What follows belongs to an exercise in optimizing a design on an open flow for small area, a short achievable clock period and few clock cycles per item; a production flow would make more cautious choices. At most, simulation tests tie the RTL to the original design; equivalence was not proved.

old:
==> flow/design.v (excerpt) <==
module srt4_divider (
    input  wire         clk,
    input  wire         rst,         
    input  wire         start,
    input  wire [95:0]  x,           
    input  wire [95:0]  y,           
    input  wire [6:0]   cmd,         
    output wire [7:0]   status,      
    output wire         done,
    output wire         err,
    output wire [95:0]  xn,
    output wire [6:0]   ex,
    output wire [95:0]  yn,
    output wire [6:0]   ey,
    output wire [95:0]  dapx,
    output wire [95:0]  q,
    output wire [95:0]  qs,
    output reg  [98:0]  digits,      
    output reg  [32:0]  defs         
);
export LEC_CHECK = 0
export CAP_MARGIN = 20
export CORE_MARGIN = 2
export CORE_UTILIZATION = 40
export SLEW_MARGIN = 20
create_clock -name core_clock -period 10.0 [get_ports {clk}]
run.sh (not shown) runs the stock make flow with config.mk's settings and CLKGATE_MAP_FILE= SYNTH_SCRIPT=/design/flow/synth_recipe.tcl, a recipe that flattens the netlist after the stock synthesis.
The following lists how new was set up differently from old:
Settings: changing CORE_UTILIZATION from 40 to 50; setting SETUP_SLACK_MARGIN to 5 for the first time.
### Flow results
- Each of the runs, namely old and new, reached the end of the flow and came out clean.
- Diff old..new | sequential cell count | unchanged
- Compared with old, total detailed-routing wirelength in new increased by more than 10%.
- Of the two values seen for capture point of the critical path, qsm_r[45]$_DFFE_PN_ was produced by old and qsm_r[22]$_DFFE_PN_ by new.
No run of this note included a check of the RTL's function; only the layout flow was run.


Setup of cedar:
Another version of the RTL of srt4_divider (not shown whole).
For scale: ~7100 cells after synthesis, roughly 590 flip-flops, roughly 51000 sq um of cells after synthesis.
clock: 10.0 ns
lec_check: 0
abc_area: 1
cap_margin: 20
core_margin: 2
core_utilization: 50
setup_slack_margin: 5
slew_margin: 20
Testbench counts of cedar, summed over its fixed seeds: cycles 33,224, items 2,400.
Edits applied to the flow inputs when going from cedar to willow:
- setting TNS_END_PERCENT to 2 for the first time
==> flow/flow/run.sh (new file) <==
#!/bin/bash
# The standard layout (standard.sh, all steps), with one change: the
# buffers that buffer_ports puts on every input and output port are
# sky130_fd_sc_hd__buf_1 cells instead of the cell buffer_ports picks by
# itself (clkdlybuf4s50_1, a delay cell of 10 um2). Every port still gets
# its own buffer; the resizer may upsize it like any other cell.
set -euo pipefail
export BUFFER_PORTS_ARGS="-buffer_cell sky130_fd_sc_hd__buf_1"
bash standard.sh > standard.log 2>&1
==> flow/standard.sh (new file) <==
#!/bin/bash
# synth_recipe.tcl (not shown) runs the flow's synth.tcl, then flattens the netlist and writes it again
# the make line also repeats each setting of config.mk as NAME=value (left out here)
make -C /OpenROAD-flow-scripts/flow DESIGN_CONFIG=/design/flow/config.mk WORK_HOME=/design/flow/orfs CLKGATE_MAP_FILE= SYNTH_SCRIPT=/design/flow/synth_recipe.tcl "${@:-finish}"
removed: flow/run.sh
### Flow results
Summary of willow over cedar: instance area after placement decreased by 7.5% relative to the old numbers, wire length decreased by about 10% relative to the old numbers, worst setup margin increased by 0.12 ns relative to the old numbers, first-pass GRT wire length decreased by about 6% relative to the old numbers, non-clock buffer count decreased by 18% relative to the old numbers. Against cedar, the final cell area of willow is lower. The deepest clock path buffer count on cedar is in line with that on willow.


job 7061:
Starting RTL as in the previous note.
clock: 10.0 ns
lec_check: 0
abc_area: 1
cap_margin: 20
core_margin: 2
core_utilization: 50
setup_slack_margin: 5
slew_margin: 20
tns_end_percent: 0
standard.sh (not shown) runs the stock make flow with config.mk's settings and CLKGATE_MAP_FILE= SYNTH_SCRIPT=/design/flow/synth_recipe.tcl, a recipe that flattens the netlist after the stock synthesis.
==> flow/flow/run.sh <==
#!/bin/bash
# The standard layout (standard.sh, all steps), with one change: the
# buffers that buffer_ports puts on every input and output port are
# sky130_fd_sc_hd__buf_1 cells instead of the cell buffer_ports picks by
# itself (clkdlybuf4s50_1, a delay cell of 10 um2). Every port still gets
# its own buffer; the resizer may upsize it like any other cell.
set -euo pipefail
export BUFFER_PORTS_ARGS="-buffer_cell sky130_fd_sc_hd__buf_1"
bash standard.sh > standard.log 2>&1
The flow did not stop early for job 7061: all stages ran, and the layout cleared the timing, design-rule and antenna checks.
Testbench counts of job 7061, summed over its fixed seeds: cycles 33,224, items 2,400.
Input changes introduced in job 6455 (baseline for comparison: job 7061):
Settings: TNS_END_PERCENT now 10, was 0.
==> notes.md <==
[compare] base=job 7061 new=job 6455: per-cell routed wire length moved up; number of buffer and inverter instances along the worst setup path shrank by 1; sequential share of layout area -0.77 points. Min worst max-slew margin expressed relative to the limit across job 6455 and job 7061: job 7061. Relative area change from synthesis to final layout, job 6455 and job 7061: larger value in job 6455. Diff job 7061 -> job 6455 | non-clock buffer count | increase of 50. Final area, job 6455 and job 7061: larger value in job 6455. Relative to job 7061, iteration count of the initial detailed-routing pass has decreased by 1 in job 6455.
Here is what was changed in the inputs of job 5725 compared with job 6455.
Settings: CTS_BUF_LIST now sky130_fd_sc_hd__clkbuf_8, previously not set; CORE_UTILIZATION now 55, was 50; PLACE_DENSITY now 0.7, previously not set.
==> notes.md <==
On job 5725: floorplan die area is 9.0% lower than what job 6455 gave.
Of job 6455 and job 5725, the higher logic depth of the worst register-to-register path belongs to job 6455.
Number of H-tree levels across job 6455 and job 5725: no real change.
The clock-buffer cell count in job 5725 was higher than what job 6455 gave.
Measured against each other, job 6455 and job 5725 differ in count of plain and timing-repair buffers in the layout, the higher figure coming from job 5725.
Job 5725 vs. job 6455: combined area of the multi-input logic cells rose about 0.65%; first-pass GRT wire length rose 2700 microns; chip height fell about 4.6%; number of ordinary inverters in the final layout rose 6.
In job 5725, the final worst-path cycle share came out 3.2 points above the value in job 6455.
#### Input delta (job 3459 over job 5725)
Settings: a deleted PLACE_DENSITY that had been 0.7; a change of CORE_UTILIZATION from 55 to 50; a change of SETUP_SLACK_MARGIN from 5 to 4.5; a deleted CTS_BUF_LIST that had been sky130_fd_sc_hd__clkbuf_8.
Notes after the runs:
- Status: count of multi-input gates parity (job 5725, job 3459)
- Job 3459 vs. job 5725: setup clock skew after layout shrank by 0.027 ns; initial antenna violation count shrank by 4; area used by sequential logic in the layout held steady; non-filler instance count after layout held steady.
- Diff job 5725 -> job 3459: area of the die up 9.9%; instance count after placement with tap cells included now larger; wire length went down about 4.4%.

static timing again, ports no longer ideal:
How much do the figures lean on ideal ports? The routed layouts below were timed once more, with nothing changed but the port constraints.
Step 1 sets driving cells, clkbuf_16 on the clock port and buf_2 on the other inputs (assumed; they add their load-dependent delay and slew).
Step 2 times the ports against the registers' clock, not the clock port: input delays grow and output delays shrink by t, the midpoint of the rising clock arrivals with the driver on.
a / b / c = ideal ports / drivers / drivers and shift; a / b = the first two.
| run | t (ns) | slack for setup (ns) | hold WS [ns] | worst register clock-pin slew, ns | worst slew at a driven data input, ns |
|---|---|---|---|---|---|
| old | 0.777 | 2.001 / 2.001 / 2.001 | 0.477 / 0.477 / 0.477 | 0.08 / 0.08 | 0.15 |
| new | 0.798 | 3.868 / 3.868 / 3.868 | 0.463 / 0.463 / 0.463 | 0.07 / 0.07 | 0.24 |
| cedar | 0.712 | 4.314 / 4.314 / 4.256 | 0.474 / 0.474 / 0.474 | 0.07 / 0.07 | 0.07 |
| willow | 0.724 | 4.435 / 4.435 / 3.834 | 0.474 / 0.474 / 0.474 | 0.07 / 0.07 | 0.06 |
| job 7061 | 0.722 | 4.403 / 4.403 / 3.904 | 0.471 / 0.471 / 0.471 | 0.07 / 0.07 | 0.06 |
| job 6455 | 0.723 | 4.366 / 4.366 / 3.879 | 0.473 / 0.473 / 0.473 | 0.07 / 0.07 | 0.06 |
| job 5725 | 0.855 | 4.044 / 4.044 / 3.864 | 0.470 / 0.470 / 0.470 | 0.08 / 0.08 | 0.09 |
| job 3459 | 0.728 | 4.455 / 4.455 / 3.973 | 0.466 / 0.466 / 0.466 | 0.07 / 0.07 | 0.05 |
After both steps setup and hold are still met in every run listed. The setup slack of willow, which loses most, moves by 0.000 ns with the drivers and by -0.601 ns with both steps.
